Context: an optimization exercise on an open-source flow, tuned for small area, a short achievable clock period and few clock cycles. The choices shown serve that exercise and are no tape-out recipe. Power figures rest on the tool's default switching activity, not on a simulated workload.

== 06-04 ==
==> flow/design.v <==
module tp_core (
    input  wire        clk,
    input  wire        rst,
    input  wire        in_valid,
    input  wire [7:0]  in_data,
    input  wire        in_last,
    output reg         in_ready,
    output reg         bit_valid,
    output reg         bit_data,
    output reg         pm_valid,
    output wire [7:0]  pm_pos,
    output wire [31:0] pm_obs,
    output reg  [5:0]  pm_obsn,
    output reg  [4:0]  pm_score,
    output reg         fr_valid,
    output reg  [7:0]  fr_start,
    output wire [7:0]  fr_end,
    output reg         done,
    output reg  [9:0]  marker_count,
    output reg  [7:0]  bit_count,
    output reg  [2:0]  frame_count,
    output reg  [7:0]  frame_min_len,
    output reg  [7:0]  frame_max_len,
    output reg  [7:0]  pm_count,
    output reg         diag
);
    localparam [31:0] SYNCW = 32'hC3A55A1E;   
    localparam integer NG   = 86;             
    reg       i_v;
    reg [1:0] i_s;                  
    reg       i_last;
    wire accept = in_valid & in_ready;
    reg            pv;              
    reg            nz;              
    reg            ph;              
    reg  [1:0]     ts;
    reg  [3:0]     cs;
    reg  [6:0]     hd;
    reg  [1:0]     hs;
    reg  [4:0]     g [0:NG-1];
    wire       mk   = i_s[0] & i_s[1];
    wire       push = i_v & ~mk & (ts == 2'd2);
    wire       adv  = nz & ~ph;
    wire [4:0] gnew = {1'b0, cs} + (i_s[1] ? 5'd18 : i_s[0] ? 5'd9 : 5'd0);
    wire [3:0] csn  = (ts == 2'd0) ? {2'b00, i_s} :
                      cs + (i_s[1] ? 4'd6 : i_s[0] ? 4'd3 : 4'd0);
    wire [4:0] ge [0:127];
    genvar gi;
    generate
        for (gi = 0; gi < 128; gi = gi + 1) begin : gext
            if (gi == 0)       assign ge[gi] = {1'b0, cs};
            else if (gi <= NG) assign ge[gi] = g[gi-1];
            else               assign ge[gi] = 5'd0;
        end
    endgenerate
    wire [4:0] l1 [0:63];
    wire [4:0] l2 [0:31];
    wire [4:0] l3 [0:15];
    wire [4:0] l4 [0:7];
    wire [4:0] l5 [0:3];
    wire [4:0] l6 [0:1];
    generate
        for (gi = 0; gi < 64; gi = gi + 1) begin : mx1
            assign l1[gi] = hd[0] ? ge[2*gi+1] : ge[2*gi];
        end
        for (gi = 0; gi < 32; gi = gi + 1) begin : mx2
            assign l2[gi] = hd[1] ? l1[2*gi+1] : l1[2*gi];
        end
        for (gi = 0; gi < 16; gi = gi + 1) begin : mx3
            assign l3[gi] = hd[2] ? l2[2*gi+1] : l2[2*gi];
        end
        for (gi = 0; gi < 8; gi = gi + 1) begin : mx4
            assign l4[gi] = hd[3] ? l3[2*gi+1] : l3[2*gi];
        end
        for (gi = 0; gi < 4; gi = gi + 1) begin : mx5
            assign l5[gi] = hd[4] ? l4[2*gi+1] : l4[2*gi];
        end
        for (gi = 0; gi < 2; gi = gi + 1) begin : mx6
            assign l6[gi] = hd[5] ? l5[2*gi+1] : l5[2*gi];
        end
    endgenerate
    wire [4:0] gmid = hd[6] ? l6[1] : l6[0];
    reg       rd_v;
    reg [4:0] rd_g;
    reg [1:0] rd_hs;
    reg       rd_last;
    integer k;
    always @(posedge clk) begin
        if (push) begin
            g[0] <= gnew;
            for (k = 1; k < NG; k = k + 1)
                g[k] <= g[k-1];
        end
    end
    always @(posedge clk) begin
        rd_g  <= gmid;
        rd_hs <= hs;
        if (i_v & ~mk) begin
            cs <= csn;
            ts <= (ts == 2'd2) ? 2'd0 : ts + 2'd1;
            nz <= 1'b1;
            ph <= ~ph;
            if (adv)
                hs <= (hs == 2'd2) ? 2'd0 : hs + 2'd1;
            if (push)
                hd <= hd + 7'd1;
            else if (adv && hs == 2'd2)
                hd <= hd - 7'd1;
        end
        if (rst) begin
            pv <= 1'b0;
            rd_v <= 1'b0;
            rd_last <= 1'b0;
        end else begin
            rd_v    <= i_v & mk & pv & nz;
            rd_last <= i_v & i_last;
            if (i_v & mk)
                pv <= 1'b1;
            if (i_v & i_last)
                pv <= 1'b0;
        end
        if (rst || (i_v & (mk | i_last))) begin
            nz <= 1'b0;
            ph <= 1'b0;
            ts <= 2'd0;
            hd <= 7'd0;
            hs <= 2'd0;
        end
    end
    function [1:0] dec3(input [6:0] a);     
        case (a)
            7'd0: dec3 = 2'd0;
            7'd1: dec3 = 2'd1;
            7'd2: dec3 = 2'd2;
            7'd3: dec3 = 2'd0;
            7'd4: dec3 = 2'd1;
            7'd5: dec3 = 2'd2;
            7'd6: dec3 = 2'd0;
            7'd7: dec3 = 2'd1;
            7'd8: dec3 = 2'd2;
            7'd9: dec3 = 2'd0;
            7'd10: dec3 = 2'd1;
            7'd11: dec3 = 2'd2;
            7'd12: dec3 = 2'd0;
            7'd13: dec3 = 2'd1;
            7'd14: dec3 = 2'd2;
            7'd15: dec3 = 2'd0;
            7'd16: dec3 = 2'd1;
            7'd17: dec3 = 2'd2;
            7'd18: dec3 = 2'd0;
            7'd19: dec3 = 2'd1;
            7'd20: dec3 = 2'd2;
            7'd21: dec3 = 2'd0;
            7'd22: dec3 = 2'd1;
            7'd23: dec3 = 2'd2;
            7'd24: dec3 = 2'd0;
            7'd25: dec3 = 2'd1;
            7'd26: dec3 = 2'd2;
            7'd32: dec3 = 2'd0;
            7'd33: dec3 = 2'd0;
            7'd34: dec3 = 2'd0;
            7'd35: dec3 = 2'd1;
            7'd36: dec3 = 2'd1;
            7'd37: dec3 = 2'd1;
            7'd38: dec3 = 2'd2;
            7'd39: dec3 = 2'd2;
            7'd40: dec3 = 2'd2;
            7'd41: dec3 = 2'd0;
            7'd42: dec3 = 2'd0;
            7'd43: dec3 = 2'd0;
            7'd44: dec3 = 2'd1;
            7'd45: dec3 = 2'd1;
            7'd46: dec3 = 2'd1;
            7'd47: dec3 = 2'd2;
            7'd48: dec3 = 2'd2;
            7'd49: dec3 = 2'd2;
            7'd50: dec3 = 2'd0;
            7'd51: dec3 = 2'd0;
            7'd52: dec3 = 2'd0;
            7'd53: dec3 = 2'd1;
            7'd54: dec3 = 2'd1;
            7'd55: dec3 = 2'd1;
            7'd56: dec3 = 2'd2;
            7'd57: dec3 = 2'd2;
            7'd58: dec3 = 2'd2;
            7'd64: dec3 = 2'd0;
            7'd65: dec3 = 2'd0;
            7'd66: dec3 = 2'd0;
            7'd67: dec3 = 2'd0;
            7'd68: dec3 = 2'd0;
            7'd69: dec3 = 2'd0;
            7'd70: dec3 = 2'd0;
            7'd71: dec3 = 2'd0;
            7'd72: dec3 = 2'd0;
            7'd73: dec3 = 2'd1;
            7'd74: dec3 = 2'd1;
            7'd75: dec3 = 2'd1;
            7'd76: dec3 = 2'd1;
            7'd77: dec3 = 2'd1;
            7'd78: dec3 = 2'd1;
            7'd79: dec3 = 2'd1;
            7'd80: dec3 = 2'd1;
            7'd81: dec3 = 2'd1;
            7'd82: dec3 = 2'd2;
            7'd83: dec3 = 2'd2;
            7'd84: dec3 = 2'd2;
            7'd85: dec3 = 2'd2;
            7'd86: dec3 = 2'd2;
            7'd87: dec3 = 2'd2;
            7'd88: dec3 = 2'd2;
            7'd89: dec3 = 2'd2;
            7'd90: dec3 = 2'd2;
            default: dec3 = 2'd0;
        endcase
    endfunction
    wire [1:0] trit = dec3({rd_hs, rd_g});
    reg r_last;
    always @(posedge clk) begin
        bit_data <= trit[1];
        if (rst) begin
            bit_valid <= 1'b0;
            r_last    <= 1'b0;
        end else begin
            bit_valid <= rd_v & (trit != 2'd0);
            r_last    <= rd_last;
        end
    end
    reg  [31:0] win;                
    reg         fl;                 
    reg         cl;                 
    reg         hw;                 
    reg  [4:0]  holdoff;            
    reg         fopen;
    reg         fup;                
    reg  [7:0]  flen;               
    reg  [7:0]  pos;                
    reg         lpend;              
    reg         m1, m2, m3, m4;     
    assign pm_obs = win;
    assign fr_end = pos;
    assign pm_pos = pos;
    wire        clr    = done;      
    wire        sh_r   = bit_valid;
    wire        shift  = sh_r | fl;
    wire        qv     = ~clr & (hw | (pos == 8'hFF));
    wire [4:0]  ho0    = clr ? 5'd0 : holdoff;
    wire        wbusy  = fl | cl | done;
    wire        wlast  = r_last | lpend;
    wire [23:0] dnext = win[29:6] ^ SYNCW[31:8];
    reg  [2:0]  ps [0:3];
    integer pj;
    always @(posedge clk) begin
        if (shift)
            for (pj = 0; pj < 4; pj = pj + 1)
                ps[pj] <= {2'd0, dnext[6*pj]}   + {2'd0, dnext[6*pj+1]} + {2'd0, dnext[6*pj+2]}
                        + {2'd0, dnext[6*pj+3]} + {2'd0, dnext[6*pj+4]} + {2'd0, dnext[6*pj+5]};
    end
    wire [4:0]  ndiff = ({2'd0, ps[0]} + {2'd0, ps[1]}) + ({2'd0, ps[2]} + {2'd0, ps[3]});
    wire        hit   = (ndiff <= 5'd4);
    wire        exact = sh_r & qv & ({win[30:0], bit_data} == SYNCW) & (ho0 == 5'd0);
    wire [2:0]  fc0   = clr ? 3'd0 : frame_count;
    wire        fo0   = clr ? 1'b0 : fopen;
    wire [7:0]  bc0   = clr ? 8'd0 : bit_count;
    wire        femit = (exact | cl) & fo0;       
    wire        nmin  = (fc0 == 3'd0) | (flen < frame_min_len);
    wire        nmax  = (fc0 == 3'd0) | (flen > frame_max_len);
    always @(posedge clk) begin
        if (shift)
            win <= {win[30:0], sh_r & bit_data};
        pm_score <= 5'd24 - ndiff;
        if (fup)
            fr_start <= pos;
        if (rst) begin
            fl            <= 1'b0;
            cl            <= 1'b0;
            done          <= 1'b0;
            pm_valid      <= 1'b0;
            fr_valid      <= 1'b0;
            fup           <= 1'b0;
            lpend         <= 1'b0;
            {m1, m2, m3, m4} <= 4'd0;
            hw            <= 1'b0;
            holdoff       <= 5'd0;
            fopen         <= 1'b0;
            pos           <= 8'd224;
            pm_obsn       <= 6'd32;
            bit_count     <= 8'd0;
            pm_count      <= 8'd0;
            frame_count   <= 3'd0;
            frame_min_len <= 8'd0;
            frame_max_len <= 8'd0;
            marker_count  <= 10'd0;
            diag          <= 1'b0;
        end else begin
            done     <= cl;
            cl       <= fl & (pm_obsn == 6'd25);
            pm_valid <= shift & qv & hit;
            fr_valid <= femit;
            fup      <= exact;
            {m1, m2, m3, m4} <= {i_v & mk, m1, m2, m3};
            marker_count <= (clr ? 10'd0 : marker_count) + {9'd0, m4};
            bit_count    <= bc0 + {7'd0, sh_r};
            pm_count     <= (clr ? 8'd0 : pm_count) + {7'd0, pm_valid};
            if (wlast & ~wbusy)
                fl <= 1'b1;
            else if (fl & (pm_obsn == 6'd25))
                fl <= 1'b0;
            lpend <= wlast & wbusy;
            if (clr)
                pm_obsn <= 6'd32;
            if (shift)
                hw <= qv;
            else if (clr)
                hw <= 1'b0;
            if (shift) begin
                pos <= (clr ? 8'd224 : pos) + 8'd1;
            end else if (cl) begin
                pos <= bit_count;
            end else if (clr) begin
                pos <= 8'd224;
            end
            if (fl)
                pm_obsn <= pm_obsn - 6'd1;
            if (exact)
                holdoff <= 5'd31;
            else if (sh_r)
                holdoff <= (ho0 != 5'd0) ? ho0 - 5'd1 : 5'd0;
            else if (clr)
                holdoff <= 5'd0;
            if (exact)
                flen <= 8'd1;
            else if (sh_r)
                flen <= flen + 8'd1;
            else if (fl && pm_obsn == 6'd32)
                flen <= flen + 8'd31;
            fopen <= exact ? 1'b1 : (cl ? 1'b0 : fo0);
            frame_count <= fc0 + {2'd0, femit};
            if (clr) begin
                frame_min_len <= 8'd0;
                frame_max_len <= 8'd0;
            end
            if (femit) begin
                if (nmin) frame_min_len <= flen;
                if (nmax) frame_max_len <= flen;
            end
            if (cl)
                diag <= (bit_count != 8'd0) && (frame_count == 3'd0) && !fopen;
        end
    end
    always @(posedge clk) begin
        i_s    <= in_data[1:0];
        i_last <= in_last;
        if (rst) begin
            i_v      <= 1'b0;
            in_ready <= 1'b1;
        end else begin
            i_v <= accept;
            if (accept & in_last)
                in_ready <= 1'b0;
            else if (fl & (pm_obsn == 6'd29))
                in_ready <= 1'b1;
        end
    end
endmodule
export LEC_CHECK = 0
export CAP_MARGIN = 20
export CORE_MARGIN = 2
export CORE_UTILIZATION = 40
export SLEW_MARGIN = 20
create_clock -name core_clock -period 10.0 [get_ports {clk}]
standard.sh (not shown) runs the stock make flow with config.mk's settings and CLKGATE_MAP_FILE= SYNTH_SCRIPT=/design/flow/synth_recipe.tcl, a recipe that flattens the netlist after the stock synthesis.
==> flow/flow/run.sh <==
#!/bin/bash
# Standard ORFS layout, with timing repair aiming at a larger setup margin.
set -euo pipefail
bash standard.sh SETUP_SLACK_MARGIN=6.5 finish > standard_flow.log 2>&1
[inputs] 09-12 vs 06-04
--- a/flow/design.v
+++ b/flow/design.v
@@ -243,22 +243,29 @@
     wire        sh_r   = bit_valid;
     wire        shift  = sh_r | fl;
     wire        qv     = ~clr & (hw | (pos == 8'hFF));
     wire [4:0]  ho0    = clr ? 5'd0 : holdoff;
     wire        wbusy  = fl | cl | done;
     wire        wlast  = r_last | lpend;
-    wire [23:0] dnext = win[29:6] ^ SYNCW[31:8];
-    reg  [2:0]  ps [0:3];
-    integer pj;
-    always @(posedge clk) begin
-        if (shift)
-            for (pj = 0; pj < 4; pj = pj + 1)
-                ps[pj] <= {2'd0, dnext[6*pj]}   + {2'd0, dnext[6*pj+1]} + {2'd0, dnext[6*pj+2]}
-                        + {2'd0, dnext[6*pj+3]} + {2'd0, dnext[6*pj+4]} + {2'd0, dnext[6*pj+5]};
-    end
-    wire [4:0]  ndiff = ({2'd0, ps[0]} + {2'd0, ps[1]}) + ({2'd0, ps[2]} + {2'd0, ps[3]});
+    wire [23:0] diff = win[30:7] ^ SYNCW[31:8];
+    wire [1:0]  pc1 [0:7];
+    wire [2:0]  pc2 [0:3];
+    wire [3:0]  pc3 [0:1];
+    genvar pi;
+    generate
+        for (pi = 0; pi < 8; pi = pi + 1) begin : pcnt1
+            assign pc1[pi] = {1'b0, diff[3*pi]} + {1'b0, diff[3*pi+1]} + {1'b0, diff[3*pi+2]};
+        end
+        for (pi = 0; pi < 4; pi = pi + 1) begin : pcnt2
+            assign pc2[pi] = {1'b0, pc1[2*pi]} + {1'b0, pc1[2*pi+1]};
+        end
+        for (pi = 0; pi < 2; pi = pi + 1) begin : pcnt3
+            assign pc3[pi] = {1'b0, pc2[2*pi]} + {1'b0, pc2[2*pi+1]};
+        end
+    endgenerate
+    wire [4:0]  ndiff = {1'b0, pc3[0]} + {1'b0, pc3[1]};
     wire        hit   = (ndiff <= 5'd4);
     wire        exact = sh_r & qv & ({win[30:0], bit_data} == SYNCW) & (ho0 == 5'd0);
     wire [2:0]  fc0   = clr ? 3'd0 : frame_count;
     wire        fo0   = clr ? 1'b0 : fopen;
     wire [7:0]  bc0   = clr ? 8'd0 : bit_count;
     wire        femit = (exact | cl) & fo0;       
Results
Measured against each other, 09-12 and 06-04 differ in final design area excluding fillers, the lower figure coming from 09-12. Summary of 09-12 over 06-04: global-route usage has decreased; setup slack shrank by 760 ps; met2 global-route usage increased by 0.41 points relative to the old numbers; total standard cell area after synthesis -about 1.7%; final-layout clock buffer total down 11. 06-04 -> 09-12: floorplan row count delta 0, exact match. 09-12 — weighted congestion at the end of routability-driven global placement 0.038 lower, 06-04 as reference. Between 09-12 and 06-04, it is 09-12 whose power spent charging and discharging nets is higher, by 2.8%.
Function was not checked in any run of this note: the RTL went through the layout flow alone.

afterwards: timing with drivers on the ports:
No port has a modelled driver above. Below, the same layouts with a new extraction and two added sets of constraints. Step 1, drivers: a clkbuf_16 drives clk and a buf_2 each remaining input, both assumed. Step 2, shift: input delay + t, output delay - t, t = (earliest + latest rising clock arrival at the registers) / 2. This alone moves slack from input paths to output paths. a / b / c = ideal / step 1 / step 2; a / b = the first two.
run | t, ns | setup WS [ns] | clock arrival spread, ns | pins driven straight from the clock port
06-04 | 0.645 | 6.437 / 6.437 / 6.437 | 0.035 / 0.035 | 1
09-12 | 0.631 | 5.674 / 5.674 / 5.674 | 0.034 / 0.034 | 1
After both steps setup and hold are still met in every run listed.
